Background: an optimization exercise with open tools, aiming at small area. Do not read the settings as production practice. Only simulation tests tie the RTL to the original design; equivalence was not proved. Power figures rest on the tool's default switching activity, not on a simulated workload.

==> design/flow/design.v <==
module ibm2ieee_conv (
    input  wire [1:0]  op,
    input  wire [63:0] p,
    output wire [63:0] r
);
    wire src64 = op[1];
    wire dst64 = op[0];
    wire       s = src64 ? p[63]    : p[31];
    wire [6:0] E = src64 ? p[62:56] : p[30:24];
    wire le32 = ~E[6] & (~E[5] | (E[4:0] == 5'd0));
    wire le26 = ~E[6] & ~E[5] & ~(E[4] & E[3] & (E[2] | (E[1] & E[0])));
    wire mode = ~dst64 & le32;
    wire zap  = ~dst64 & le26;
    wire [55:0] F56 = src64 ? p[55:0] : {p[23:0], 32'b0};
    wire [55:0] X   = zap  ? 56'd0 :
                      mode ? {24'd0, F56[55:24]} : F56;
    wire        st_lo = mode & src64 & (|p[23:0]);
    wire [3:0] hi4 = mode ? (E[3:0] + 4'd5) : (E[3:0] - 4'd1);
    wire       sat = dst64 | (E > 7'd48);
    wire [5:0] lim = sat ? 6'd63 : {hi4, 2'b01};
    wire [55:0] c5 = X;
    wire        g5 = (c5[55:24] == 0) & (6'd32 <= lim);
    wire [5:0]  a5 = {g5, 5'd0};
    wire [55:0] c4 = g5 ? {c5[23:0], 32'd0} : c5;
    wire        g4 = (c4[55:40] == 0) & ((a5 | 6'd16) <= lim);
    wire [5:0]  a4 = a5 | {1'b0, g4, 4'd0};
    wire [55:0] c3 = g4 ? {c4[39:0], 16'd0} : c4;
    wire        g3 = (c3[55:48] == 0) & ((a4 | 6'd8) <= lim);
    wire [5:0]  a3 = a4 | {2'b0, g3, 3'd0};
    wire [55:0] c2 = g3 ? {c3[47:0], 8'd0} : c3;
    wire        g2 = (c2[55:52] == 0) & ((a3 | 6'd4) <= lim);
    wire [5:0]  a2 = a3 | {3'b0, g2, 2'd0};
    wire [55:0] c1 = g2 ? {c2[51:0], 4'd0} : c2;
    wire        g1 = (c1[55:54] == 0) & ((a2 | 6'd2) <= lim);
    wire [5:0]  a1 = a2 | {4'b0, g1, 1'd0};
    wire [55:0] c0 = g1 ? {c1[53:0], 2'd0} : c1;
    wire        g0 = ~c0[55] & ((a1 | 6'd1) <= lim);
    wire [5:0]  A  = a1 | {5'b0, g0};
    wire [55:0] N  = g0 ? {c0[54:0], 1'd0} : c0;
    wire [8:0]  T   = {E, 2'b00} - {3'b0, A};
    wire [10:0] e   = {2'b0, E, 2'b00} - {5'b0, A} + (dst64 ? 11'd766 : 11'd1918);
    wire        ovf = ~dst64 & N[55] & (T >= 9'd385);
    wire [10:0] ef  = N[55] ? e : 11'd0;
    wire lsb = dst64 ? N[3] : N[32];
    wire rb  = dst64 ? N[2] : N[31];
    wire st  = dst64 ? (N[1] | N[0]) : ((|N[30:0]) | st_lo);
    wire inc = rb & (lsb | st) & ~ovf;
    wire [62:0] W = dst64 ? {ef, N[54:3]} :
                    {31'd0, s, ovf ? 8'hFF : ef[7:0], ovf ? 23'd0 : N[54:32]};
    wire [7:0]  bp;                  
    wire [8:0]  bc;                  
    wire [62:0] c;
    assign bc[0] = inc;
    genvar b, j;
    generate for (b = 0; b < 8; b = b + 1) begin : blk
        localparam LO = 8 * b;
        localparam HI = (b == 7) ? 62 : 8 * b + 7;
        assign bp[b] = &W[HI:LO];
        assign bc[b+1] = bc[b] & bp[b];
        assign c[LO] = bc[b];
        for (j = LO + 1; j <= HI; j = j + 1) begin : bt
            assign c[j] = c[j-1] & W[j-1];
        end
    end endgenerate
    assign r = {dst64 & s, W ^ c};
endmodule
module ibm2ieee (
    input  wire        clk,
    input  wire        rst,
    input  wire        in_valid,
    input  wire [1:0]  op,
    input  wire [63:0] src,
    output reg         out_valid,
    output reg  [63:0] result
);
    wire [63:0] result_d;
    ibm2ieee_conv u_conv (.op(op), .p(src), .r(result_d));
    always @(posedge clk) begin
        out_valid <= in_valid & ~rst;
        result    <= result_d;
    end
endmodule
==> design/flow/flow/run.sh <==
#!/bin/bash
set -euo pipefail
HERE=$(pwd)
sed "s|SYNTH_SCRIPT=[^ ]*|SYNTH_SCRIPT=$HERE/flow/my_synth.tcl|" standard.sh > my_standard.sh
export MY_ABC_SCRIPT=$HERE/flow/abc.script
export BUFFER_PORTS_ARGS="-buffer_cell sky130_fd_sc_hd__buf_1"
export REMOVE_ABC_BUFFERS=1
if [ -f flow/cts_args ]; then export CTS_ARGS="$(cat flow/cts_args)"; fi
bash my_standard.sh > flow.log 2>&1
==> design/flow/flow/abc.script <==
strash
&get -n
&deepsyn -T 60
&put
dch -f
amap
topo
==> design/flow/flow/cts_args <==
-sink_clustering_enable -repair_clock_nets -dont_use_dummy_load -buf_list sky130_fd_sc_hd__clkbuf_4 -root_buf sky130_fd_sc_hd__clkbuf_4
==> design/flow/flow/my_synth.tcl <==
# The standard flow's synthesis script with ABC's mapping script replaced by an area-oriented one
proc synth {args} { yosys synth -nofsm -noshare {*}$args }
proc abc {args} {
  set i [lsearch -exact $args -script]
  if { $i >= 0 && [info exists ::env(MY_ABC_SCRIPT)] } {
    lset args [expr {$i + 1}] $::env(MY_ABC_SCRIPT)
  }
  puts "my abc: $args"
  yosys abc {*}$args
}
source $::env(SCRIPTS_DIR)/synth.tcl
# left out here: clear keep_hierarchy, flatten, clean up, hide names made inside functions, write 1_2_yosys.v
==> design/flow/standard.sh <==
#!/bin/bash
# synth_recipe.tcl (not shown) runs the flow's synth.tcl, then flattens the netlist and writes it again
# the make line also repeats each setting of config.mk as NAME=value (left out here)
make -C /OpenROAD-flow-scripts/flow DESIGN_CONFIG=/design/flow/config.mk WORK_HOME=/design/flow/orfs CLKGATE_MAP_FILE= SYNTH_SCRIPT=/design/flow/synth_recipe.tcl "${@:-finish}"
==> design/flow/config.mk <==
export PLATFORM = sky130hd
export DESIGN_NAME = ibm2ieee
export DESIGN_NICKNAME = ibm2ieee
export VERILOG_FILES = /design/flow/design.v
export SDC_FILE = /design/flow/constraint.sdc
export NUM_CORES = 4
export LEC_CHECK = 0
export CAP_MARGIN = 20
export CORE_MARGIN = 2
export CORE_UTILIZATION = 40
export SLEW_MARGIN = 20
==> design/flow/constraint.sdc <==
create_clock -name core_clock -period 18.0 [get_ports {clk}]
set_input_delay 3.6000 -clock core_clock [delete_from_list [all_inputs] [get_ports {clk}]]
set_output_delay 3.6000 -clock core_clock [all_outputs]
set_load 0.01 [all_outputs]
==> summary.txt, run 1 <==
Yosys top cell area share: 0.2013
slew margin rel.: 0.3293
register area: 1301 um^2
worst-margin pin slew: 998.4 ps
largest net degree at the start of global routing: 63
initial antenna violation count: 1
Static Leak: 2.868 nW
Avg WL per Cell: 22.14 um
RSZ-0062 raised after global routing: false
Max-cap violations: 0
gr ovfl total: 0
async set-reset flop share out of synthesis: 0
worst hold path type: in2reg
Filler cells: 1705
critical path depth: 75
Cell variety after synth: 40
die span in x: 131.1 um
synthesized instance count: 894
fmax: 59.60 MHz
H-tree depth: 3
commonest non-fill, non-tap cell in the layout: nor2_1
post-synth top area cell: dfxtp_1
first-pass GRT wire length: 43.60 mm
Pins Over Slew Limit: 0
crit-path max FO: 62
Die H: 131.1 um
Syn. warnings: 1
outcome: timing/DRC/antenna clean
min cycle time layout: 16780 ps
Num CTS Buffers: 9
TNS Setup: 0 ps
Top Ports: 134
most frequent CP cell: ha_1
Worst Setup End Kind: flip-flop
worst path bufs/invs: 17
area of the multi-input gates: 5009 um^2
hold endpoint: out_valid
Req. time, crit path: 18330 ps
CTS root buffer: clkbuf_4
post-synth design cell area: 6464 um^2
area grow syn2layout: 18.22%
min-delay src: rst
Iter 0 DRT Violations: 1084
post-DP HPWL: 23.46 mm
register area share after synthesis: 0.2013
share of cells above drive strength 1: 0.05690
hold path depth: 2
number of global-route vias before repair: 7661
Die ar.: 17190 um^2
delay-heaviest family, CP: simple AND/OR/NAND/NOR gates
CTS tree: yes
Setup violations, final: 0
CP Launch Type: primary input
P per Cell Area: 73.13 nW/um^2
clk slew on worst S/H paths: 120 ps
Data arrival, critical path: 17110 ps
Global Route Usage Sum: 0.3192
CP max stage delay: 620 ps
Nets: 1213
Peak supply drop: 0.00004694 V
post-route antenna net violation count: 0
CP max stage cell: o21ai_0
ys flop type: dfxtp_1
FF+latch count, synth: 65
Pre-antenna DRT Iters: 8
syn_area_per_cell: 7.230 um^2
total number of vias: 8227
GPL Wtd Cong: 1.009
number of synthesized flops with an enable pin: 0
synth top area cells: dfxtp_1 (20%), ha_1 (13%), o22ai_1 (11%)
Clock Sinks: 65
final count of hold timing violations: 0
Final Cycle Share: 0.9322
std cell rows: 46
CTS max path bufs: 2
leading cell types in the layout, fill and taps excluded: nor2_1 (168), buf_1 (133), o22ai_1 (108)
number of port buffers: 133
Initial Utilization: 0.4084
core footprint: 15830 um^2
DRC Markers: 0
final WL: 28.54 mm
final total power: 0.5588 mW
vias per cell: 6.382
crit path kind: in2reg
power by group:
part | switching, mW | internal (mW)
sequential | 0.00783 | 0.173
combinational | 0.208 | 0.102
clock | 0.0446 | 0.0231
cell families (layout without fill, tap and decap cells):
| kind of cell | count (synthesis) | count (layout) | share of synthesized area |
|---|---|---|---|
| AOI/OAI and AO/OA | 387 | 387 | 0.4104 |
| adders and majority gates | 70 | 70 | 0.1367 |
| buffers and inverters | 56 | 234 | 0.03252 |
| DFF | 65 | 65 | 0.2013 |
| other | 0 | 1 | 0 |
| and+or+nand+nor | 316 | 316 | 0.2191 |
Yosys cell counts, types with 4 or more instances:
library cell and n:
nor2b_1 11, o22a_1 57, ha_1 69, o22ai_1 109, or4_1 9, clkinv_1 56
nor3_1 13, o21ai_0 66, a211oi_1 21, a22oi_1 17, nor4_1 12, nand2_1 47
a222oi_1 26, a21oi_1 45, dfxtp_1 65, nand4_1 14, nor2_1 174, a221oi_1 12
o21a_1 15, nand3_1 12, or2_0 11, o221ai_1 4
registers in the layout (all words and copies together), names as in the netlist:
signal and flops:
out_valid 1, result 64
final cells by class:
type,count,share of cell area
well taps,216,0.03537
inverters,56,0.02849
diodes,1,0.0003275
multi-input cells,773,0.6555
clock buffers,9,0.008842
flip-flops and latches,65,0.1703
repair inverters,1,0.0006550
repair buffers,168,0.1005
per-stage QoR:
stage	instance area [um^2]	util	hold slack (ps)	setup slack [ps]	cells
floorplan	6464	-	3672	-12090	894
finish	7641	0.4828	3306	1221	1289
global placement	7490	0.4732	3752	416.8	1274
global route	7641	0.4828	3294	17.31	1289
CTS	7557	0.4775	3262	409.7	1283
detailed placement	7490	0.4732	3774	-4.402	1274
metal layers:
layer	GRT usage	part of all wire
met1	0.4161	0.42
met2	0.5050	0.44
met3	0.05826	0.079
met4	0.1643	0.053
met5	0	0
how the worst max path moves through the flow:
| stage | startpoint | endpoint | slack (ps) |
|---|---|---|---|
| after floorplan | op[0] | result[55] | -12090 |
| after global placement | op[1] | result[55] | 420 |
| after detailed placement | op[1] | result[55] | -4 |
| after CTS | op[1] | result[55] | 410 |
| after global routing | op[1] | result[55] | 20 |
| final | op[1] | result[55] | 1220 |
timing repair:
action,4_1_cts,5_1_grt
gates resized for setup,0,19
hold buffers,0,0
setup buffers,0,4
endpoints found under the setup margin,0,30
==> run 2: changes to the inputs <==
--- a/design/flow/design.v
+++ b/design/flow/design.v
@@ -12,30 +12,34 @@
     wire mode = ~dst64 & le32;
     wire zap  = ~dst64 & le26;
-    wire [55:0] F56 = src64 ? p[55:0] : {p[23:0], 32'b0};
-    wire [55:0] X   = zap  ? 56'd0 :
-                      mode ? {24'd0, F56[55:24]} : F56;
-    wire        st_lo = mode & src64 & (|p[23:0]);
-    wire [3:0] hi4 = mode ? (E[3:0] + 4'd5) : (E[3:0] - 4'd1);
+    wire [3:0] hi4 = mode ? (E[3:0] + 4'd7) : (E[3:0] - 4'd1);
     wire       sat = dst64 | (E > 7'd48);
     wire [5:0] lim = sat ? 6'd63 : {hi4, 2'b01};
-    wire [55:0] c5 = X;
-    wire        g5 = (c5[55:24] == 0) & (6'd32 <= lim);
-    wire [5:0]  a5 = {g5, 5'd0};
-    wire [55:0] c4 = g5 ? {c5[23:0], 32'd0} : c5;
-    wire        g4 = (c4[55:40] == 0) & ((a5 | 6'd16) <= lim);
-    wire [5:0]  a4 = a5 | {1'b0, g4, 4'd0};
+    wire z32   = (p[55:24] == 32'd0);
+    wire take  = src64 & ~mode & z32 & lim[5];   
+    wire left  = ~zap & ~mode & (~src64 | take);
+    wire right = ~zap & mode & src64;
+    wire keep_hi = ~zap & src64 & ~mode & ~take;
+    wire keep_lo = ~zap & ~left & ~right;
+    wire [55:0] c4;
+    assign c4[55:32] = ({24{left}}  & p[23:0])  | ({24{keep_hi}} & p[55:32]);
+    assign c4[31:24] =  {8{keep_hi}} & p[31:24];
+    assign c4[23:0]  = ({24{right}} & p[55:32]) | ({24{keep_lo}} & p[23:0]);
+    wire st_lo = right & (|p[31:0]);
+    wire [4:0] lim5 = (lim[5] & ~take) ? 5'd31 : lim[4:0];
+    wire        g4 = (c4[55:40] == 0) & lim5[4];
+    wire        t3 = ~(lim5[4] & ~g4);
     wire [55:0] c3 = g4 ? {c4[39:0], 16'd0} : c4;
-    wire        g3 = (c3[55:48] == 0) & ((a4 | 6'd8) <= lim);
-    wire [5:0]  a3 = a4 | {2'b0, g3, 3'd0};
+    wire        g3 = (c3[55:48] == 0) & (~t3 | lim5[3]);
+    wire        t2 = t3 & ~(lim5[3] & ~g3);
     wire [55:0] c2 = g3 ? {c3[47:0], 8'd0} : c3;
-    wire        g2 = (c2[55:52] == 0) & ((a3 | 6'd4) <= lim);
-    wire [5:0]  a2 = a3 | {3'b0, g2, 2'd0};
+    wire        g2 = (c2[55:52] == 0) & (~t2 | lim5[2]);
+    wire        t1 = t2 & ~(lim5[2] & ~g2);
     wire [55:0] c1 = g2 ? {c2[51:0], 4'd0} : c2;
-    wire        g1 = (c1[55:54] == 0) & ((a2 | 6'd2) <= lim);
-    wire [5:0]  a1 = a2 | {4'b0, g1, 1'd0};
+    wire        g1 = (c1[55:54] == 0) & (~t1 | lim5[1]);
+    wire        t0 = t1 & ~(lim5[1] & ~g1);
     wire [55:0] c0 = g1 ? {c1[53:0], 2'd0} : c1;
-    wire        g0 = ~c0[55] & ((a1 | 6'd1) <= lim);
-    wire [5:0]  A  = a1 | {5'b0, g0};
+    wire        g0 = ~c0[55] & (~t0 | lim5[0]);
     wire [55:0] N  = g0 ? {c0[54:0], 1'd0} : c0;
+    wire [5:0]  A  = {take, g4, g3, g2, g1, g0};
     wire [8:0]  T   = {E, 2'b00} - {3'b0, A};
     wire [10:0] e   = {2'b0, E, 2'b00} - {5'b0, A} + (dst64 ? 11'd766 : 11'd1918);
==> summary.txt, run 2 <==
die span in x: 124.7 um (was 131.1 um)
H-tree depth: 3 (unchanged)
syn_area_per_cell: 7.141 um^2 (was 7.230 um^2)
worst-margin pin slew: 774.4 ps (was 998.4 ps)
CTS tree: yes (unchanged)
clk slew on worst S/H paths: 120 ps (about the same)
crit-path max FO: 52 (was 62)
Nets: 1109 (was 1213)
first-pass GRT wire length: 35.18 mm (was 43.60 mm)
Peak supply drop: 0.00005228 V (was 0.00004694 V)
Data arrival, critical path: 16660 ps (was 17110 ps)
final core occ: 0.4698 (was 0.4828)
post-DP HPWL: 18.52 mm (was 23.46 mm)
Min Hold Slack: 3305 ps (was 3306 ps)
Die H: 124.7 um (was 131.1 um)
share of cells above drive strength 1: 0.02984 (was 0.05690)
std cell rows: 44 (was 46)
Pre-antenna DRT Iters: 6 (was 8)
ys flop type: dfxtp_1 (unchanged)
Avg WL per Cell: 19.70 um (was 22.14 um)
most flop-heavy register: result (unchanged)
Req. time, crit path: 18300 ps (was 18330 ps)
outcome: timing/DRC/antenna clean (unchanged)
async set-reset flop share out of synthesis: 0 (unchanged)
synth top area cells: o22ai_1 (28%), dfxtp_1 (22%), ha_1 (14%) (was dfxtp_1 (20%), ha_1 (13%), o22ai_1 (11%))
leading cell types in the layout, fill and taps excluded: o22ai_1 (259), buf_1 (133), nor2_1 (106) (was nor2_1 (168), buf_1 (133), o22ai_1 (108))
Initial Utilization: 0.4055 (was 0.4084)
core footprint: 14370 um^2 (was 15830 um^2)
crit path kind: in2reg (unchanged)
CP max stage cell: or4_1 (was o21ai_0)
top flop regs: result: 64 flops, out_valid: 1 flops (unchanged)
P per Cell Area: 83.66 nW/um^2 (was 73.13 nW/um^2)
area grow syn2layout: 15.85% (was 18.22%)
Placed Area: 6676 um^2 (was 7490 um^2)
CP max stage delay: 560 ps (was 620 ps)
gr ovfl total: 0 (unchanged)
final WL: 22.77 mm (was 28.54 mm)
post-route insts no fill: 1156 (was 1289)
Global Route Usage Sum: 0.2791 (was 0.3192)
Final Cycle Share: 0.9090 (was 0.9322)
post-synth design cell area: 5827 um^2 (was 6464 um^2)
Pins Over Slew Limit: 0 (unchanged)
cell area after layout: 6750 um^2 (was 7641 um^2)
Yosys top cell area share: 0.2781 (was 0.2013)
CTS max path bufs: 2 (unchanged)
Top Ports: 134 (unchanged)
GPL Wtd Cong: 1.015 (was 1.009)
min cycle time layout: 16360 ps (was 16780 ps)
final total power: 0.5647 mW (was 0.5588 mW)
Inst Count DP: 1147 (was 1274)
CTS root buffer: clkbuf_4 (unchanged)
Syn. warnings: 1 (unchanged)
DRC Markers: 0 (unchanged)
final count of hold timing violations: 0 (unchanged)
TNS Setup: 0 ps (unchanged)
largest net degree at the start of global routing: 59 (was 63)
initial antenna violation count: 0 (was 1)
CP Launch Type: primary input (unchanged)
vias per cell: 6.215 (was 6.382)
Max-cap violations: 0 (unchanged)
Iter 0 DRT Violations: 652 (was 1084)
Die ar.: 15550 um^2 (was 17190 um^2)
Hold Buf Count CTS: 0 (unchanged)
number of flip-flops in the largest register: 64 (unchanged)
Static Leak: 2.478 nW (was 2.868 nW)
list of most frequent post-synthesis cells: o22ai_1 (259), nor2_1 (106), clkinv_1 (82) (was nor2_1 (174), o22ai_1 (109), ha_1 (69))
Clock Sinks: 65 (unchanged)
post-synth top area cell: o22ai_1 (was dfxtp_1)
fmax: 61.12 MHz (was 59.60 MHz)
fin worst setup slack: 1638 ps (was 1221 ps)
synthesized instance count: 816 (was 894)
Num CTS Buffers: 9 (unchanged)
Setup violations, final: 0 (unchanged)
register area share after synthesis: 0.2233 (was 0.2013)
slew margin rel.: 0.4823 (was 0.3293)
Cell variety after synth: 32 (was 40)
total number of vias: 7184 (was 8227)
commonest non-fill, non-tap cell in the layout: o22ai_1 (was nor2_1)
top-count cell post-synth: o22ai_1 (was nor2_1)
worst hold path type: in2reg (unchanged)
RSZ-0062 raised after global routing: false (unchanged)
FF+latch count, synth: 65 (unchanged)
Worst Setup End Kind: flip-flop (unchanged)
most frequent CP cell: ha_1 (unchanged)
number of synthesized flops with an enable pin: 0 (unchanged)
post-route antenna net violation count: 0 (unchanged)
ANT cells: 0 (was 1)
number of port buffers: 133 (unchanged)
Setup WS pre-CTS: 991.4 ps (was -4.402 ps)
number of global-route vias before repair: 6616 (was 7661)
-- run 2: final cells by class --
| cell class | count | area (um^2) |
|---|---|---|
| Clock buffer | 9 | 67.56 |
| Tap cell | 184 | 230.2 |
| Multi-Input combinational cell | 669 | 4235 |
| Timing Repair Buffer | 147 | 604.3 |
| Sequential cell | 65 | 1301 |
| Inverter | 82 | 311.5 |
| Fill cell | 1564 | 7619 |
-- run 2: report_power, final --
group,leakage (nW),internal (mW),switching [mW]
clock,0.0414,0.0232,0.0473
combinational,1.89,0.100,0.210
sequential,0.544,0.175,0.00887
total,2.48,0.299,0.266
-- run 2: final timing paths --
check | cells after the start | from | to | slack [ps]
worst max-delay path | 54 | op[1] | result[62] | 1640
worst min-delay path | 2 | rst | out_valid | 3310
-- run 2: what timing repair did --
action                                  CTS  global route
resized for setup                         0             2
endpoints found under the setup margin    0             5
setup buffers                             0             0
-- run 2: logic make-up (layout without fill, tap and decap cells) --
group                    count (synthesis)  after routing  share of synthesized area
buffers and inverters                   82            238                    0.05282
AND/OR/NAND/NOR                        231            231                     0.1853
flip-flops                              65             65                     0.2233
adder cells (fa/ha/maj)                 66             66                     0.1417
AO/OA/AOI/OAI                          372            372                     0.3968
-- run 2: critical path: cells and delay by family --
kind	cells	cell delay (ps)
adders and majority gates	9	1740
and+or+nand+nor	20	5730
buffers and inverters	13	2990
AOI/OAI and AO/OA	12	2610
-- run 2: per-layer routing --
metal,vias up,routed length (um),global-route usage
met2,355,9808,0.4330
met5,-,0,0
li1,3572,-,-
met1,3190,10280,0.3773
met3,67,1613,0.05155
met4,0,1063,0.1229
==> run 3: changes to the inputs <==
--- a/design/flow/design.v
+++ b/design/flow/design.v
@@ -42,7 +42,7 @@
     wire [55:0] N  = g0 ? {c0[54:0], 1'd0} : c0;
     wire [5:0]  A  = {take, g4, g3, g2, g1, g0};
-    wire [8:0]  T   = {E, 2'b00} - {3'b0, A};
-    wire [10:0] e   = {2'b0, E, 2'b00} - {5'b0, A} + (dst64 ? 11'd766 : 11'd1918);
-    wire        ovf = ~dst64 & N[55] & (T >= 9'd385);
+    wire [10:0] X   = {2'b0, E, 2'b00} - {5'b0, A} - 11'd2;
+    wire [10:0] e   = dst64 ? {X[10:8] + 3'd3, X[7:0]} : {3'b0, ~X[7], X[6:0]};
+    wire        ovf = ~dst64 & N[55] & X[8] & (X[7] | (&X[6:0]));
     wire [10:0] ef  = N[55] ? e : 11'd0;
     wire lsb = dst64 ? N[3] : N[32];
==> summary.txt, run 3 <==
combinational share of power: 0.551 (was 0.549)
largest net degree at the start of global routing: 57 (was 59)
std cell rows: 43 (was 44)
Worst Setup End Kind: flip-flop (unchanged)
area grow syn2layout: 15.91% (was 15.85%)
crit-path max FO: 49 (was 52)
CTS tree: yes (unchanged)
busiest grt layer: met2 (unchanged)
number of global-route vias before repair: 6707 (was 6616)
synth top area cells: o22ai_1 (28%), dfxtp_1 (23%), ha_1 (14%) (was o22ai_1 (28%), dfxtp_1 (22%), ha_1 (14%))
crit path kind: in2reg (unchanged)
final count of hold timing violations: 0 (unchanged)
worst hold path type: in2reg (unchanged)
slew margin rel.: 0.4322 (was 0.4823)
CP max stage cell: nand2_1 (was or4_1)
GPL Wtd Cong: 0.9725 (was 1.015)
area of the multi-input gates: 4193 um^2 (was 4235 um^2)
Pins Over Slew Limit: 0 (unchanged)
register area share after synthesis: 0.2251 (was 0.2233)
Filler cells: 1552 (was 1564)
async set-reset flop share out of synthesis: 0 (unchanged)
Top Ports: 134 (unchanged)
CP Launch Type: primary input (unchanged)
final WL: 23.23 mm (was 22.77 mm)
Clk pwr share: 0.120 (was 0.125)
routing usage on met1: 0.3906 (was 0.3773)
Die H: 124.2 um (was 124.7 um)
ys flop type: dfxtp_1 (unchanged)
internal power: 0.2980 mW (was 0.2985 mW)
CTS max path bufs: 2 (unchanged)
Clock Sinks: 65 (unchanged)
post-route antenna net violation count: 0 (unchanged)
sequential share of power: 0.329 (was 0.326)
Hold Buf Count CTS: 0 (unchanged)
commonest non-fill, non-tap cell in the layout: o22ai_1 (unchanged)
most frequent CP cell: nor2_1 (was ha_1)
Peak supply drop: 0.00005781 V (was 0.00005228 V)
share of cells above drive strength 1: 0.02621 (was 0.02984)
final core occ: 0.4791 (was 0.4698)
syn_area_per_cell: 7.236 um^2 (was 7.141 um^2)
outcome: timing/DRC/antenna clean (unchanged)
number of synthesized flops with an enable pin: 0 (unchanged)
Initial Utilization: 0.4133 (was 0.4055)
post-DP HPWL: 19.02 mm (was 18.52 mm)
DRC Markers: 0 (unchanged)
Die ar.: 15430 um^2 (was 15550 um^2)
first-pass GRT wire length: 36.20 mm (was 35.18 mm)
core footprint: 13990 um^2 (was 14370 um^2)
met2 Track Usage GR: 0.4500 (was 0.4330)
Req. time, crit path: 18370 ps (was 18300 ps)
Pre-antenna DRT Iters: 5 (was 6)
Syn. warnings: 1 (unchanged)
CTS root buffer: clkbuf_4 (unchanged)
Psw: 0.2649 mW (was 0.2662 mW)
most flop-heavy register: result (unchanged)
number of port buffers: 133 (unchanged)
Nets: 1089 (was 1109)
Global Route Usage Sum: 0.2894 (was 0.2791)
Cell variety after synth: 35 (was 32)
fin worst setup slack: 1629 ps (was 1638 ps)
initial antenna violation count: 1 (was 0)
Static Leak: 2.412 nW (was 2.478 nW)
leading cell types in the layout, fill and taps excluded: o22ai_1 (260), buf_1 (133), nor2_1 (97) (was o22ai_1 (259), buf_1 (133), nor2_1 (106))
number of flip-flops in the largest register: 64 (unchanged)
die span in x: 124.2 um (was 124.7 um)
RSZ-0062 raised after global routing: false (unchanged)
top-count cell post-synth: o22ai_1 (unchanged)
register area: 1301 um^2 (unchanged)
gr ovfl total: 0 (unchanged)
total number of vias: 7161 (was 7184)
P per Cell Area: 83.99 nW/um^2 (was 83.66 nW/um^2)
post-CTS sizing: 0 (unchanged)
min cycle time layout: 16370 ps (was 16360 ps)
Data arrival, critical path: 16740 ps (was 16660 ps)
Setup WS pre-CTS: 1302 ps (was 991.4 ps)
met3 Use GR: 0.05034 (was 0.05155)
clk slew on worst S/H paths: 120 ps (about the same)
Final Cycle Share: 0.9095 (was 0.9090)
worst-margin pin slew: 851.7 ps (was 774.4 ps)
Sw Share: 0.4706 (was 0.4713)
Max-cap violations: 0 (unchanged)
H-tree depth: 3 (unchanged)
Setup violations, final: 0 (unchanged)
post-synth top area cell: o22ai_1 (unchanged)
FF+latch count, synth: 65 (unchanged)
Avg WL per Cell: 20.47 um (was 19.70 um)
top flop regs: result: 64 flops, out_valid: 1 flops (unchanged)
fmax: 61.09 MHz (was 61.12 MHz)
CP max stage delay: 600 ps (was 560 ps)
list of most frequent post-synthesis cells: o22ai_1 (260), nor2_1 (98), clkinv_1 (84) (was o22ai_1 (259), nor2_1 (106), clkinv_1 (82))
Num CTS Buffers: 9 (unchanged)
synthesized instance count: 799 (was 816)
Iter 0 DRT Violations: 760 (was 652)
vias per cell: 6.309 (was 6.215)
Yosys top cell area share: 0.2813 (was 0.2781)
post-CTS setup buffer count: 0 (unchanged)
post-synth design cell area: 5782 um^2 (was 5827 um^2)
## run 3: power groups by stage
stage | logic, mW | registers [mW] | clock network [mW]
final | 0.310 | 0.185 | 0.0678
after global routing | 0.338 | 0.188 | 0.0775
after CTS | 0.303 | 0.185 | 0.0709
after detailed placement | 0.301 | 0.187 | 0
after global placement | 0.306 | 0.187 | 0
after floorplan | 0.180 | 0.204 | 0
## run 3: area by class of cell
| class | count | area share |
|---|---|---|
| diodes | 1 | 0.0003734 |
| clock buffers | 9 | 0.01008 |
| inverters | 84 | 0.04705 |
| multi-input cells | 650 | 0.6257 |
| flip-flops and latches | 65 | 0.1942 |
| well taps | 180 | 0.03361 |
| repair buffers | 146 | 0.08906 |
## run 3: final timing paths
path                     end  start  slack (ps)  cells past startpoint
hold / removal     out_valid    rst        3290                      2
setup / recovery  result[62]  op[1]        1630                     59
## run 3: cell families (layout without fill, tap and decap cells)
group	after synthesis	count (layout)	synth area share
other cells	0	1	0
flops	65	65	0.2251
compound gates	375	375	0.4092
buf+inv	84	239	0.05453
fa+ha+maj	64	64	0.1385
simple gates	211	211	0.1727
## run 3: critical path: cells and delay by family
family,cells,cell delay [ps]
buffers and inverters,11,2750
adder cells (fa/ha/maj),8,1550
AND/OR/NAND/NOR,25,5630
AO/OA/AOI/OAI,15,3160
## run 3: through the flow
stage	hold WS, ps	TNS, ps	instances	area (um^2)	total power, mW
after floorplan	3672	-480110	799	5782	0.3837
after global placement	3752	0	1125	6631	0.4929
after detailed placement	3758	0	1125	6631	0.4879
after CTS	3258	0	1134	6699	0.5596
after global routing	3256	0	1135	6701	0.6035
final	3290	0	1135	6701	0.5629
## run 3: routing by layer
layer / wire length, um / vias up / share of wire
li1: - / 3527 / -
met5: 0 / - / 0
met4: 1015 / 0 / 0.044
met2: 10160 / 332 / 0.44
met1: 10630 / 3235 / 0.46
met3: 1424 / 67 / 0.061
==> run 4: changes to the inputs <==
--- a/design/flow/config.mk
+++ b/design/flow/config.mk
@@ -8,4 +8,5 @@
 export CAP_MARGIN = 20
 export CORE_MARGIN = 2
-export CORE_UTILIZATION = 40
+export CORE_UTILIZATION = 65
+export PLACE_DENSITY = 0.75
 export SLEW_MARGIN = 20
==> summary.txt, run 4 <==
die span in x: 98.32 um (was 124.2 um)
Final Cycle Share: 0.9327 (was 0.9095)
leading cell types in the layout, fill and taps excluded: o22ai_1 (260), buf_1 (133), nor2_1 (96) (was o22ai_1 (260), buf_1 (133), nor2_1 (97))
Nets: 1088 (was 1089)
post-route antenna net violation count: 0 (unchanged)
number of port buffers: 133 (unchanged)
Top Ports: 134 (unchanged)
routing usage on met1: 0.5137 (was 0.3906)
Num CTS Buffers: 9 (unchanged)
number of flip-flops in the largest register: 64 (unchanged)
Pre-antenna DRT Iters: 8 (was 5)
H-tree depth: 3 (unchanged)
total number of vias: 7731 (was 7161)
post-synth top area cell: o22ai_1 (unchanged)
Hold Buf Count CTS: 0 (unchanged)
CTS max path bufs: 2 (unchanged)
top-count cell post-synth: o22ai_1 (unchanged)
Yosys top cell area share: 0.2813 (unchanged)
most frequent CP cell: ha_1 (was nor2_1)
fin worst setup slack: 1211 ps (was 1629 ps)
most flop-heavy register: result (unchanged)
FF+latch count, synth: 65 (unchanged)
ANT cells: 0 (was 1)
CP Launch Type: primary input (unchanged)
CP max stage delay: 570 ps (was 600 ps)
Peak supply drop: 0.00006676 V (was 0.00005781 V)
initial antenna violation count: 0 (was 1)
CP max stage cell: nor4_1 (was nand2_1)
std cell rows: 34 (was 43)
Cell variety after synth: 35 (unchanged)
Clock Sinks: 65 (unchanged)
crit path kind: in2reg (unchanged)
core footprint: 8678 um^2 (was 13990 um^2)
Die H: 98.32 um (was 124.2 um)
post-CTS sizing: 0 (unchanged)
final WL: 20.78 mm (was 23.23 mm)
Worst Setup End Kind: flip-flop (unchanged)
final count of hold timing violations: 0 (unchanged)
Req. time, crit path: 18330 ps (was 18370 ps)
vias per cell: 7.287 (was 6.309)
gr ovfl total: 0 (unchanged)
Iter 0 DRT Violations: 1532 (was 760)
Die ar.: 9666 um^2 (was 15430 um^2)
Global Route Usage Sum: 0.4113 (was 0.2894)
fmax: 59.56 MHz (was 61.09 MHz)
crit-path max FO: 52 (was 49)
min cycle time layout: 16790 ps (was 16370 ps)
CTS root buffer: clkbuf_4 (unchanged)
Initial Utilization: 0.6662 (was 0.4133)
synth top area cells: o22ai_1 (28%), dfxtp_1 (23%), ha_1 (14%) (unchanged)
synthesized instance count: 799 (unchanged)
post-DP HPWL: 16.19 mm (was 19.02 mm)
list of most frequent post-synthesis cells: o22ai_1 (260), nor2_1 (98), clkinv_1 (84) (unchanged)
DRC Markers: 0 (unchanged)
Max-cap violations: 0 (unchanged)
number of global-route vias before repair: 6863 (was 6707)
largest net degree at the start of global routing: 57 (unchanged)
Static Leak: 2.403 nW (was 2.412 nW)
share of cells above drive strength 1: 0.03253 (was 0.02621)
Data arrival, critical path: 17120 ps (was 16740 ps)
outcome: timing/DRC/antenna clean (unchanged)
TNS Setup: 0 ps (unchanged)
CTS tree: yes (unchanged)
commonest non-fill, non-tap cell in the layout: o22ai_1 (unchanged)
worst-margin pin slew: 851.9 ps (was 851.7 ps)
final core occ: 0.7636 (was 0.4791)
post-CTS setup buffer count: 0 (unchanged)
Syn. warnings: 1 (unchanged)
Setup WS pre-CTS: -107.1 ps (was 1302 ps)
busiest grt layer: met2 (unchanged)
top flop regs: result: 64 flops, out_valid: 1 flops (unchanged)
async set-reset flop share out of synthesis: 0 (unchanged)
met3 Use GR: 0.08590 (was 0.05034)
area grow syn2layout: 14.61% (was 15.91%)
worst hold path type: in2reg (unchanged)
ys flop type: dfxtp_1 (unchanged)
GPL Wtd Cong: 1.223 (was 0.9725)
clk slew on worst S/H paths: 110 ps (was 120 ps)
syn_area_per_cell: 7.236 um^2 (unchanged)
met2 Track Usage GR: 0.6572 (was 0.4500)
post-synth design cell area: 5782 um^2 (unchanged)
register area share after synthesis: 0.2251 (unchanged)
slew margin rel.: 0.4321 (was 0.4322)
P per Cell Area: 85.01 nW/um^2 (was 83.99 nW/um^2)
Pins Over Slew Limit: 0 (unchanged)
Setup violations, final: 0 (unchanged)
number of synthesized flops with an enable pin: 0 (unchanged)
first-pass GRT wire length: 32.89 mm (was 36.20 mm)
Avg WL per Cell: 19.58 um (was 20.47 um)
## run 4: cell count changes in the layout (fill, tap and decap cells not counted), sizes merged
cell      change
diode         -1
clkinv        -3
buf           -2
inv           +1
clkinvlp      +3
## run 4: cell families after synthesis
family          after synthesis  synth area share
flops                        65            0.2251
simple gates                211            0.1727
compound gates              375            0.4092
fa+ha+maj                    64            0.1385
buf+inv                      84           0.05453
## run 4: through the flow
step,cells,power [mW],hold slack (ps),instance area [um^2]
2_1_floorplan,799,0.3837,3672,5782
3_3_place_gp,1051,0.4701,3753,6526
3_5_place_dp,1051,0.4778,3787,6526
4_1_cts,1060,0.5492,3349,6594
5_1_grt,1061,0.5950,3336,6626
6_report,1061,0.5633,3336,6626
## run 4: final timing paths
kind                   from         end  cells after the start  slack [ps]
worst min-delay path    rst   out_valid                      2        3340
worst max-delay path  op[1]  result[62]                     58        1210
## run 4: area by class of cell
cell class / count / area [um^2]
clock buffers: 9 / 67.56
multi-input cells: 650 / 4208
inverters: 84 / 325.3
fillers: 718 / 2052
repair inverters: 1 / 7.507
flip-flops and latches: 65 / 1301
repair buffers: 144 / 581.8
well taps: 108 / 135.1
## run 4: routing by layer
| layer | wire length, um | vias to the layer above |
|---|---|---|
| li1 | - | 3540 |
| met1 | 7641 | 3361 |
| met2 | 9026 | 661 |
| met3 | 2638 | 169 |
| met4 | 1472 | 0 |
| met5 | 0 | - |
## run 4: critical path, delay by kind of cell
family | cells | cell delay [ps]
compound gates | 17 | 3540
fa+ha+maj | 9 | 1860
buf+inv | 11 | 2910
simple gates | 21 | 5160
## run 4: power breakdown
group,internal (mW),total [mW],switching [mW]
sequential,0.176,0.185,0.00974
clock,0.0232,0.0707,0.0474
combinational,0.0999,0.307,0.207
total,0.299,0.563,0.265
==> run 5: changes to the inputs <==
--- a/design/flow/config.mk
+++ b/design/flow/config.mk
@@ -8,5 +8,5 @@
 export CAP_MARGIN = 20
 export CORE_MARGIN = 2
-export CORE_UTILIZATION = 65
-export PLACE_DENSITY = 0.75
+export CORE_UTILIZATION = 40
+export GPL_TIMING_DRIVEN = 0
 export SLEW_MARGIN = 20
==> summary.txt, run 5 <==
commonest non-fill, non-tap cell in the layout: o22ai_1 (unchanged)
P per Cell Area: 81.30 nW/um^2 (was 85.01 nW/um^2)
Static Leak: 2.462 nW (was 2.403 nW)
number of flip-flops in the largest register: 64 (unchanged)
Min Hold Slack: 3344 ps (was 3336 ps)
most frequent CP cell: ha_1 (unchanged)
FF+latch count, synth: 65 (unchanged)
GPL Wtd Cong: 0.9767 (was 1.223)
Final Cycle Share: 0.9410 (was 0.9327)
Hold Buf Count CTS: 0 (unchanged)
total number of vias: 7062 (was 7731)
die span in x: 124.2 um (was 98.32 um)
number of synthesized flops with an enable pin: 0 (unchanged)
RSZ-0062 raised after global routing: false
post-synth top area cell: o22ai_1 (unchanged)
most flop-heavy register: result (unchanged)
min cycle time layout: 16940 ps (was 16790 ps)
worst-margin pin slew: 1111 ps (was 851.9 ps)
Max-cap violations: 0 (unchanged)
worst path bufs/invs: 12 (was 11)
Cell variety after synth: 35 (unchanged)
final core occ: 0.4907 (was 0.7636)
Peak supply drop: 0.00005226 V (was 0.00006676 V)
Setup violations, final: 0 (unchanged)
register area share after synthesis: 0.2251 (unchanged)
Avg WL per Cell: 18.47 um (was 19.58 um)
post-DP HPWL: 16.78 mm (was 16.19 mm)
std cell rows: 43 (was 34)
final WL: 20.91 mm (was 20.78 mm)
Die H: 124.2 um (was 98.32 um)
gr ovfl total: 0 (unchanged)
Yosys top cell area share: 0.2813 (unchanged)
top-count cell post-synth: o22ai_1 (unchanged)
CP max stage cell: or4_1 (was nor4_1)
CTS root buffer: clkbuf_4 (unchanged)
post-route antenna net violation count: 0 (unchanged)
Iter 0 DRT Violations: 523 (was 1532)
Nets: 1087 (was 1088)
Clock Sinks: 65 (unchanged)
top flop regs: result: 64 flops, out_valid: 1 flops (unchanged)
DRC Markers: 0 (unchanged)
Syn. warnings: 1 (unchanged)
ANT cells: 0 (unchanged)
ys flop type: dfxtp_1 (unchanged)
clk slew on worst S/H paths: 80 ps (was 110 ps)
async set-reset flop share out of synthesis: 0 (unchanged)
first-pass GRT wire length: 33.08 mm (was 32.89 mm)
Worst Setup End Kind: flip-flop (unchanged)
worst hold path type: in2reg (unchanged)
Req. time, crit path: 18310 ps (was 18330 ps)
Top Ports: 134 (unchanged)
final count of hold timing violations: 0 (unchanged)
list of most frequent post-synthesis cells: o22ai_1 (260), nor2_1 (98), clkinv_1 (84) (unchanged)
CTS tree: yes (unchanged)
fmax: 59.04 MHz (was 59.56 MHz)
register area: 1301 um^2 (unchanged)
largest net degree at the start of global routing: 57 (unchanged)
post-synth design cell area: 5782 um^2 (unchanged)
CP max stage delay: 560 ps (was 570 ps)
Die ar.: 15430 um^2 (was 9666 um^2)
Global Route Usage Sum: 0.2590 (was 0.4113)
final total power: 0.5581 mW (was 0.5633 mW)
core footprint: 13990 um^2 (was 8678 um^2)
synth top area cells: o22ai_1 (28%), dfxtp_1 (23%), ha_1 (14%) (unchanged)
Data arrival, critical path: 17250 ps (was 17120 ps)
number of global-route vias before repair: 6357 (was 6863)
crit-path max FO: 53 (was 52)
delay-heaviest family, CP: simple AND/OR/NAND/NOR gates (unchanged)
initial antenna violation count: 0 (unchanged)
slew margin rel.: 0.2531 (was 0.4321)
CTS max path bufs: 2 (unchanged)
Pre-antenna DRT Iters: 6 (was 8)
share of cells above drive strength 1: 0.04622 (was 0.03253)
outcome: timing/DRC/antenna clean (unchanged)
Filler cells: 1502 (was 718)
vias per cell: 6.239 (was 7.287)
Num CTS Buffers: 9 (unchanged)
syn_area_per_cell: 7.236 um^2 (unchanged)
H-tree depth: 3 (unchanged)
CP Launch Type: primary input (unchanged)
crit path kind: in2reg (unchanged)
area of the multi-input gates: 4299 um^2 (was 4208 um^2)
TNS Setup: 0 ps (unchanged)
area grow syn2layout: 18.72% (was 14.61%)
number of port buffers: 133 (unchanged)
Pins Over Slew Limit: 0 (unchanged)
Initial Utilization: 0.4133 (was 0.6662)
leading cell types in the layout, fill and taps excluded: o22ai_1 (259), buf_1 (132), nor2_1 (96) (was o22ai_1 (260), buf_1 (133), nor2_1 (96))
synthesized instance count: 799 (unchanged)
-- run 5: cell counts after synthesis --
No cell type changed its count.
-- run 5: area by class of cell --
type,count,area share
flip-flops and latches,65,0.1896
repair buffers,143,0.09205
well taps,180,0.03281
clock buffers,9,0.009843
multi-input cells,651,0.6263
inverters,84,0.04940
-- run 5: what timing repair did --
item,in CTS,in global routing
pin swaps,1,3
setup buffers,0,4
resized for setup,20,6
endpoints found under the hold margin,0,0
endpoints found under the setup margin,63,23
gates cloned,1,0
-- run 5: cell families after synthesis --
logic type,Yosys count,share of synthesized area
compound gates,375,0.4092
fa+ha+maj,64,0.1385
buf+inv,84,0.05453
flops,65,0.2251
simple gates,211,0.1727
-- run 5: per-stage QoR --
| stage | setup WS (ps) | cell area, um^2 | instances |
|---|---|---|---|
| floorplan | -8535 | 5782 | 799 |
| global placement | -16510 | 6506 | 1112 |
| detailed placement | -4931 | 6653 | 1118 |
| CTS | 195.0 | 6807 | 1128 |
| global route | 77.21 | 6864 | 1132 |
| finish | 1063 | 6864 | 1132 |
-- run 5: path summary, 6_finish.rpt --
check / startpoint / to / slack [ps] / cells after the start
worst max-delay path: op[1] / result[62] / 1060 / 57
worst min-delay path: rst / out_valid / 3340 / 2
-- run 5: metal layers --
layer / GRT usage / vias to the layer above / share of wire / wire (um)
li1: - / 3543 / - / -
met1: 0.3686 / 3128 / 0.46 / 9721
met2: 0.3860 / 334 / 0.42 / 8868
met3: 0.03528 / 57 / 0.069 / 1440
met4: 0.1203 / 0 / 0.042 / 879
met5: 0 / - / 0 / 0
-- run 5: report_power, final --
group	internal (mW)	leakage, nW	switching (mW)
sequential	0.176	0.544	0.00914
combinational	0.103	1.88	0.206
clock	0.0232	0.0414	0.0418
total	0.301	2.46	0.257
==> run 6: changes to the inputs <==
==> design/flow/flow/cts_args (replaced) <==
-sink_clustering_enable -repair_clock_nets -dont_use_dummy_load -sink_clustering_size 80 -sink_clustering_max_diameter 400 -buf_list sky130_fd_sc_hd__clkbuf_8 -root_buf sky130_fd_sc_hd__clkbuf_8
--- a/design/flow/config.mk
+++ b/design/flow/config.mk
@@ -9,4 +9,3 @@
 export CORE_MARGIN = 2
 export CORE_UTILIZATION = 40
-export GPL_TIMING_DRIVEN = 0
 export SLEW_MARGIN = 20
==> summary.txt, run 6 <==
Die ar.: 15430 um^2 (unchanged)
main combinational cell family by area after synthesis: compound AO/OA/AOI/OAI gates (unchanged)
Adder-Cell Fraction of Synth Area: 0.1385 (unchanged)
CP Launch Type: primary input (unchanged)
post-DP HPWL: 19.02 mm (was 16.78 mm)
Top Ports: 134 (unchanged)
xor and xnor fraction of the mapped netlist area: 0 (unchanged)
Nets: 1089 (was 1087)
Worst Setup End Kind: flip-flop (unchanged)
register area: 1301 um^2 (unchanged)
ANT cells: 0 (unchanged)
syn_area_per_cell: 7.236 um^2 (unchanged)
outcome: timing/DRC/antenna clean (unchanged)
CTS max path bufs: 2 (unchanged)
crit-path max FO: 49 (was 53)
number of flip-flops in the largest register: 64 (unchanged)
CP max stage cell: clkinv_1 (was or4_1)
Data arrival, critical path: 16780 ps (was 17250 ps)
number of global-route vias before repair: 6699 (was 6357)
complex-gate fraction of the synthesized area: 0.4092 (unchanged)
area of the multi-input gates: 4193 um^2 (was 4299 um^2)
Filler cells: 1544 (was 1502)
number of synthesized flops with an enable pin: 0 (unchanged)
CTS root buffer: clkbuf_8 (was clkbuf_4)
area grow syn2layout: 16.84% (was 18.72%)
DRC Markers: 0 (unchanged)
Pre-antenna DRT Iters: 5 (was 6)
Max-cap violations: 0 (unchanged)
initial antenna violation count: 0 (unchanged)
Syn. warnings: 1 (unchanged)
synth top area cells: o22ai_1 (28%), dfxtp_1 (23%), ha_1 (14%) (unchanged)
Setup violations, final: 0 (unchanged)
vias per cell: 6.363 (was 6.239)
worst hold path type: in2reg (unchanged)
crit path kind: in2reg (unchanged)
gr ovfl total: 0 (unchanged)
post-route antenna net violation count: 0 (unchanged)
FF+latch count, synth: 65 (unchanged)
most flop-heavy register: result (unchanged)
Static Leak: 2.436 nW (was 2.462 nW)
Min Hold Slack: 3382 ps (was 3344 ps)
Num CTS Buffers: 9 (unchanged)
commonest non-fill, non-tap cell in the layout: o22ai_1 (unchanged)
core footprint: 13990 um^2 (unchanged)
ys flop type: dfxtp_1 (unchanged)
CP max stage delay: 650 ps (was 560 ps)
final WL: 23.27 mm (was 20.91 mm)
Global Route Usage Sum: 0.2890 (was 0.2590)
final total power: 0.5872 mW (was 0.5581 mW)
Clock Sinks: 65 (unchanged)
first-pass GRT wire length: 36.21 mm (was 33.08 mm)
Avg WL per Cell: 20.52 um (was 18.47 um)
synthesized instance count: 799 (unchanged)
Hold Buf Count CTS: 0 (unchanged)
Pins Over Slew Limit: 0 (unchanged)
post-synth top area cell: o22ai_1 (unchanged)
Cell variety after synth: 35 (unchanged)
post-synth design cell area: 5782 um^2 (unchanged)
total number of vias: 7216 (was 7062)
number of port buffers: 133 (unchanged)
clk slew on worst S/H paths: 80 ps (about the same)
min cycle time layout: 16510 ps (was 16940 ps)
worst path bufs/invs: 13 (was 12)
worst-margin pin slew: 851.0 ps (was 1111 ps)
Final Cycle Share: 0.9170 (was 0.9410)
async set-reset flop share out of synthesis: 0 (unchanged)
die span in x: 124.2 um (unchanged)
Req. time, crit path: 18280 ps (was 18310 ps)
list of most frequent post-synthesis cells: o22ai_1 (260), nor2_1 (98), clkinv_1 (84) (unchanged)
leading cell types in the layout, fill and taps excluded: o22ai_1 (260), buf_1 (133), nor2_1 (97) (was o22ai_1 (259), buf_1 (132), nor2_1 (96))
Initial Utilization: 0.4133 (unchanged)
Iter 0 DRT Violations: 691 (was 523)
delay-heaviest family, CP: simple AND/OR/NAND/NOR gates (unchanged)
Die H: 124.2 um (unchanged)
RSZ-0062 raised after global routing: false (unchanged)
H-tree depth: 3 (unchanged)
top-count cell post-synth: o22ai_1 (unchanged)
register area share after synthesis: 0.2251 (unchanged)
post-CTS setup buffer count: 0 (unchanged)
slew margin rel.: 0.4327 (was 0.2531)
Peak supply drop: 0.00005710 V (was 0.00005226 V)
fraction of synthesized area in multiplexers: 0 (unchanged)
Simple-Gate Fraction of Synth Area: 0.1727 (unchanged)
top flop regs: result: 64 flops, out_valid: 1 flops (unchanged)
P per Cell Area: 86.93 nW/um^2 (was 81.30 nW/um^2)
post-CTS sizing: 0 (was 20)
GPL Wtd Cong: 0.9725 (was 0.9767)
critical path depth: 60 (was 57)
fmax: 60.58 MHz (was 59.04 MHz)
Inst Count DP: 1125 (was 1118)
final count of hold timing violations: 0 (unchanged)
hold path depth: 2 (unchanged)
std cell rows: 43 (unchanged)
CTS tree: yes (unchanged)
largest net degree at the start of global routing: 57 (unchanged)
share of cells above drive strength 1: 0.02621 (was 0.04622)
final core occ: 0.4829 (was 0.4907)
Yosys top cell area share: 0.2813 (unchanged)
post-route insts no fill: 1134 (was 1132)
[run 6: cell counts after synthesis]
Identical to the previous run, type by type.
[run 6: final cells by class]
class / count / area share
clock buffers: 9 / 0.01834
inverters: 84 / 0.04668
multi-input cells: 650 / 0.6207
flip-flops and latches: 65 / 0.1926
well taps: 180 / 0.03334
repair buffers: 146 / 0.08835
[run 6: cells by family after synthesis]
| family | Yosys count |
|---|---|
| flops | 65 |
| compound gates | 375 |
| fa+ha+maj | 64 |
| simple gates | 211 |
| buf+inv | 84 |
[run 6: through the flow]
step                setup WS (ps)  setup TNS (ps)  cell area (um^2)
finish                       1494               0              6755
global route                60.84               0              6755
CTS                          1660               0              6755
detailed placement           1302               0              6631
global placement             1642               0              6631
floorplan                   -8535         -480110              5782
[run 6: power breakdown]
part           internal (mW)  switching [mW]
registers              0.176         0.00953
logic                 0.0992           0.210
clock network         0.0444          0.0477
total                  0.320           0.268
[run 6: final timing paths]
kind / startpoint / endpoint / slack [ps]
max: op[1] / result[62] / 1490
min: rst / out_valid / 3380
[run 6: layer usage]
| metal | vias up | wire length, um | track usage |
|---|---|---|---|
| met3 | 54 | 1423 | 0.04690 |
| met1 | 3291 | 10650 | 0.3930 |
| met4 | 0 | 901 | 0.1282 |
| met2 | 342 | 10300 | 0.4503 |
| met5 | - | 0 | 0 |
| li1 | 3529 | - | - |
==> run 7: changes to the inputs <==
==> design/flow/flow/cts_args (replaced) <==
-sink_clustering_enable -repair_clock_nets -dont_use_dummy_load -buf_list sky130_fd_sc_hd__clkbuf_2 -root_buf sky130_fd_sc_hd__clkbuf_4
==> summary.txt, run 7 <==
Setup violations, final: 0 (unchanged)
P per Cell Area: 83.99 nW/um^2 (was 86.93 nW/um^2)
fmax: 61.09 MHz (was 60.58 MHz)
initial antenna violation count: 1 (was 0)
top-count cell post-synth: o22ai_1 (unchanged)
area grow syn2layout: 15.91% (was 16.84%)
Pre-antenna DRT Iters: 5 (unchanged)
Avg WL per Cell: 20.47 um (was 20.52 um)
Final Cycle Share: 0.9095 (was 0.9170)
Cell variety after synth: 35 (unchanged)
Global Route Usage Sum: 0.2894 (was 0.2890)
outcome: timing/DRC/antenna clean (unchanged)
Num CTS Buffers: 9 (unchanged)
fin worst setup slack: 1629 ps (was 1494 ps)
final total power: 0.5629 mW (was 0.5872 mW)
Iter 0 DRT Violations: 760 (was 691)
CP max stage cell: nand2_1 (was clkinv_1)
worst hold path type: in2reg (unchanged)
Setup WS pre-CTS: 1302 ps (unchanged)
CTS tree: yes (unchanged)
hold endpoint: out_valid (unchanged)
hold path depth: 2 (unchanged)
post-synth top area cell: o22ai_1 (unchanged)
Initial Utilization: 0.4133 (unchanged)
register area share after synthesis: 0.2251 (unchanged)
number of synthesized flops with an enable pin: 0 (unchanged)
delay-heaviest family, CP: simple AND/OR/NAND/NOR gates (unchanged)
Yosys top cell area share: 0.2813 (unchanged)
share of cells above drive strength 1: 0.02621 (unchanged)
number of flip-flops in the largest register: 64 (unchanged)
sequential share of power: 0.329 (was 0.316)
leading cell types in the layout, fill and taps excluded: o22ai_1 (260), buf_1 (133), nor2_1 (97) (unchanged)
Data arrival, critical path: 16740 ps (was 16780 ps)
worst path bufs/invs: 11 (was 13)
Req. time, crit path: 18370 ps (was 18280 ps)
internal power: 0.2980 mW (was 0.3195 mW)
number of global-route vias before repair: 6707 (was 6699)
post-route antenna net violation count: 0 (unchanged)
largest net degree at the start of global routing: 57 (unchanged)
min-delay src: rst (unchanged)
Clk pwr share: 0.120 (was 0.157)
CP Launch Type: primary input (unchanged)
Die ar.: 15430 um^2 (unchanged)
std cell rows: 43 (unchanged)
crit-path max FO: 49 (unchanged)
min cycle time layout: 16370 ps (was 16510 ps)
Hold Buf Count CTS: 0 (unchanged)
DRC Markers: 0 (unchanged)
H-tree depth: 3 (unchanged)
vias per cell: 6.309 (was 6.363)
slew margin rel.: 0.4322 (was 0.4327)
Top Ports: 134 (unchanged)
async set-reset flop share out of synthesis: 0 (unchanged)
post-DP HPWL: 19.02 mm (unchanged)
most flop-heavy register: result (unchanged)
Max-cap violations: 0 (unchanged)
Psw: 0.2649 mW (was 0.2677 mW)
Peak supply drop: 0.00005781 V (was 0.00005710 V)
die span in x: 124.2 um (unchanged)
top flop regs: result: 64 flops, out_valid: 1 flops (unchanged)
Static Leak: 2.412 nW (was 2.436 nW)
worst-margin pin slew: 851.7 ps (was 851.0 ps)
CTS max path bufs: 2 (unchanged)
RSZ-0062 raised after global routing: false (unchanged)
Inst Count DP: 1125 (unchanged)
post-CTS sizing: 0 (unchanged)
CTS root buffer: clkbuf_4 (was clkbuf_8)
Placed Area: 6631 um^2 (unchanged)
combinational share of power: 0.551 (was 0.527)
synthesized instance count: 799 (unchanged)
GPL Wtd Cong: 0.9725 (unchanged)
post-CTS setup buffer count: 0 (unchanged)
final WL: 23.23 mm (was 23.27 mm)
post-route insts no fill: 1135 (was 1134)
synth top area cells: o22ai_1 (28%), dfxtp_1 (23%), ha_1 (14%) (unchanged)
crit path kind: in2reg (unchanged)
post-synth design cell area: 5782 um^2 (unchanged)
number of port buffers: 133 (unchanged)
syn_area_per_cell: 7.236 um^2 (unchanged)
FF+latch count, synth: 65 (unchanged)
Clock Sinks: 65 (unchanged)
CP max stage delay: 600 ps (was 650 ps)
Die H: 124.2 um (unchanged)
Nets: 1089 (unchanged)
Syn. warnings: 1 (unchanged)
most frequent CP cell: nor2_1
list of most frequent post-synthesis cells: o22ai_1 (260), nor2_1 (98), clkinv_1 (84) (unchanged)
commonest non-fill, non-tap cell in the layout: o22ai_1 (unchanged)
Worst Setup End Kind: flip-flop (unchanged)
clk slew on worst S/H paths: 120 ps (was 80 ps)
ys flop type: dfxtp_1 (unchanged)
Pins Over Slew Limit: 0 (unchanged)
first-pass GRT wire length: 36.20 mm (was 36.21 mm)
total number of vias: 7161 (was 7216)
gr ovfl total: 0 (unchanged)
final count of hold timing violations: 0 (unchanged)
cell area after layout: 6701 um^2 (was 6755 um^2)
core footprint: 13990 um^2 (unchanged)
final core occ: 0.4791 (was 0.4829)
Sw Share: 0.4706 (was 0.4559)
-- run 7: routing by layer --
layer | part of all wire | global-route usage | vias to the layer above | wire [um]
li1 | - | - | 3527 | -
met1 | 0.46 | 0.3906 | 3235 | 10630
met2 | 0.44 | 0.4500 | 332 | 10160
met3 | 0.061 | 0.05034 | 67 | 1424
met4 | 0.044 | 0.1328 | 0 | 1015
met5 | 0 | 0 | - | 0
-- run 7: layout make-up --
cell class	instances	area [um^2]
fill	1552	7287
antenna	1	2.502
multi-input combinational	650	4193
timing repair buffer	146	596.8
tap	180	225.2
inverter	84	315.3
sequential	65	1301
clock buffer	9	67.56
-- run 7: cells by family (layout without fill, tap and decap cells) --
family | Yosys count | after routing | synth area share
compound gates | 375 | 375 | 0.4092
buf+inv | 84 | 239 | 0.05453
other cells | 0 | 1 | 0
flops | 65 | 65 | 0.2251
fa+ha+maj | 64 | 64 | 0.1385
simple gates | 211 | 211 | 0.1727
-- run 7: power groups by stage --
stage	Clock (mW)	Combinational [mW]	Sequential, mW
2_1_floorplan	0	0.180	0.204
6_report	0.0678	0.310	0.185
4_1_cts	0.0709	0.303	0.185
3_3_place_gp	0	0.306	0.187
3_5_place_dp	0	0.301	0.187
5_1_grt	0.0775	0.338	0.188
-- run 7: how the worst max path moves through the flow --
stage                      from    endpoint  slack (ps)  cells after the start
after floorplan           op[1]  result[62]       -8540                     52
after global placement    op[1]  result[62]        1640                     53
after detailed placement  op[1]  result[62]        1300                     60
after CTS                 op[1]  result[62]        1750                     60
after global routing      op[1]  result[62]         170                     60
final                     op[1]  result[62]        1630                     59
-- run 7: stage by stage --
step | hold WS, ps | TNS (ps)
3_3_place_gp | 3752 | 0
5_1_grt | 3256 | 0
6_report | 3290 | 0
4_1_cts | 3258 | 0
2_1_floorplan | 3672 | -480110
3_5_place_dp | 3758 | 0

static timing again, ports no longer ideal:
The flow's constraints put no driver on any port. The routed layouts listed below were extracted and timed again, unchanged, in two steps.
Step 1, drivers: a clkbuf_16 drives clk and a buf_2 each remaining input, both assumed.
Step 2 also shifts input and output timing later by t, the mid clock arrival at the registers, as if the neighbouring blocks saw the same clock.
Three values: no drivers, after step 1, after step 2; two values: the first two.
run | shift t [ns] | setup slack, ns | latest minus earliest clock arrival (ns) | worst data-port slew with drivers (ns) | cell pins on the clock port's net
run 1 | 0.458 | 1.221 / 1.232 / 0.775 | 0.048 / 0.049 | 0.05 | 1
run 2 | 0.450 | 1.638 / 1.653 / 1.204 | 0.033 / 0.033 | 0.04 | 1
run 3 | 0.452 | 1.629 / 1.642 / 1.190 | 0.044 / 0.044 | 0.04 | 1
run 4 | 0.438 | 1.211 / 1.220 / 0.782 | 0.045 / 0.045 | 0.04 | 1
run 5 | 0.425 | 1.063 / 1.072 / 0.647 | 0.030 / 0.030 | 0.04 | 1
run 6 | 0.380 | 1.494 / 1.508 / 1.128 | 0.027 / 0.027 | 0.04 | 1
run 7 | 0.452 | 1.629 / 1.642 / 1.190 | 0.044 / 0.044 | 0.04 | 1
After both steps every run listed still meets setup and hold. For run 1, which loses most, drivers alone change the setup slack by +0.011 ns; drivers and shift together by -0.446 ns.
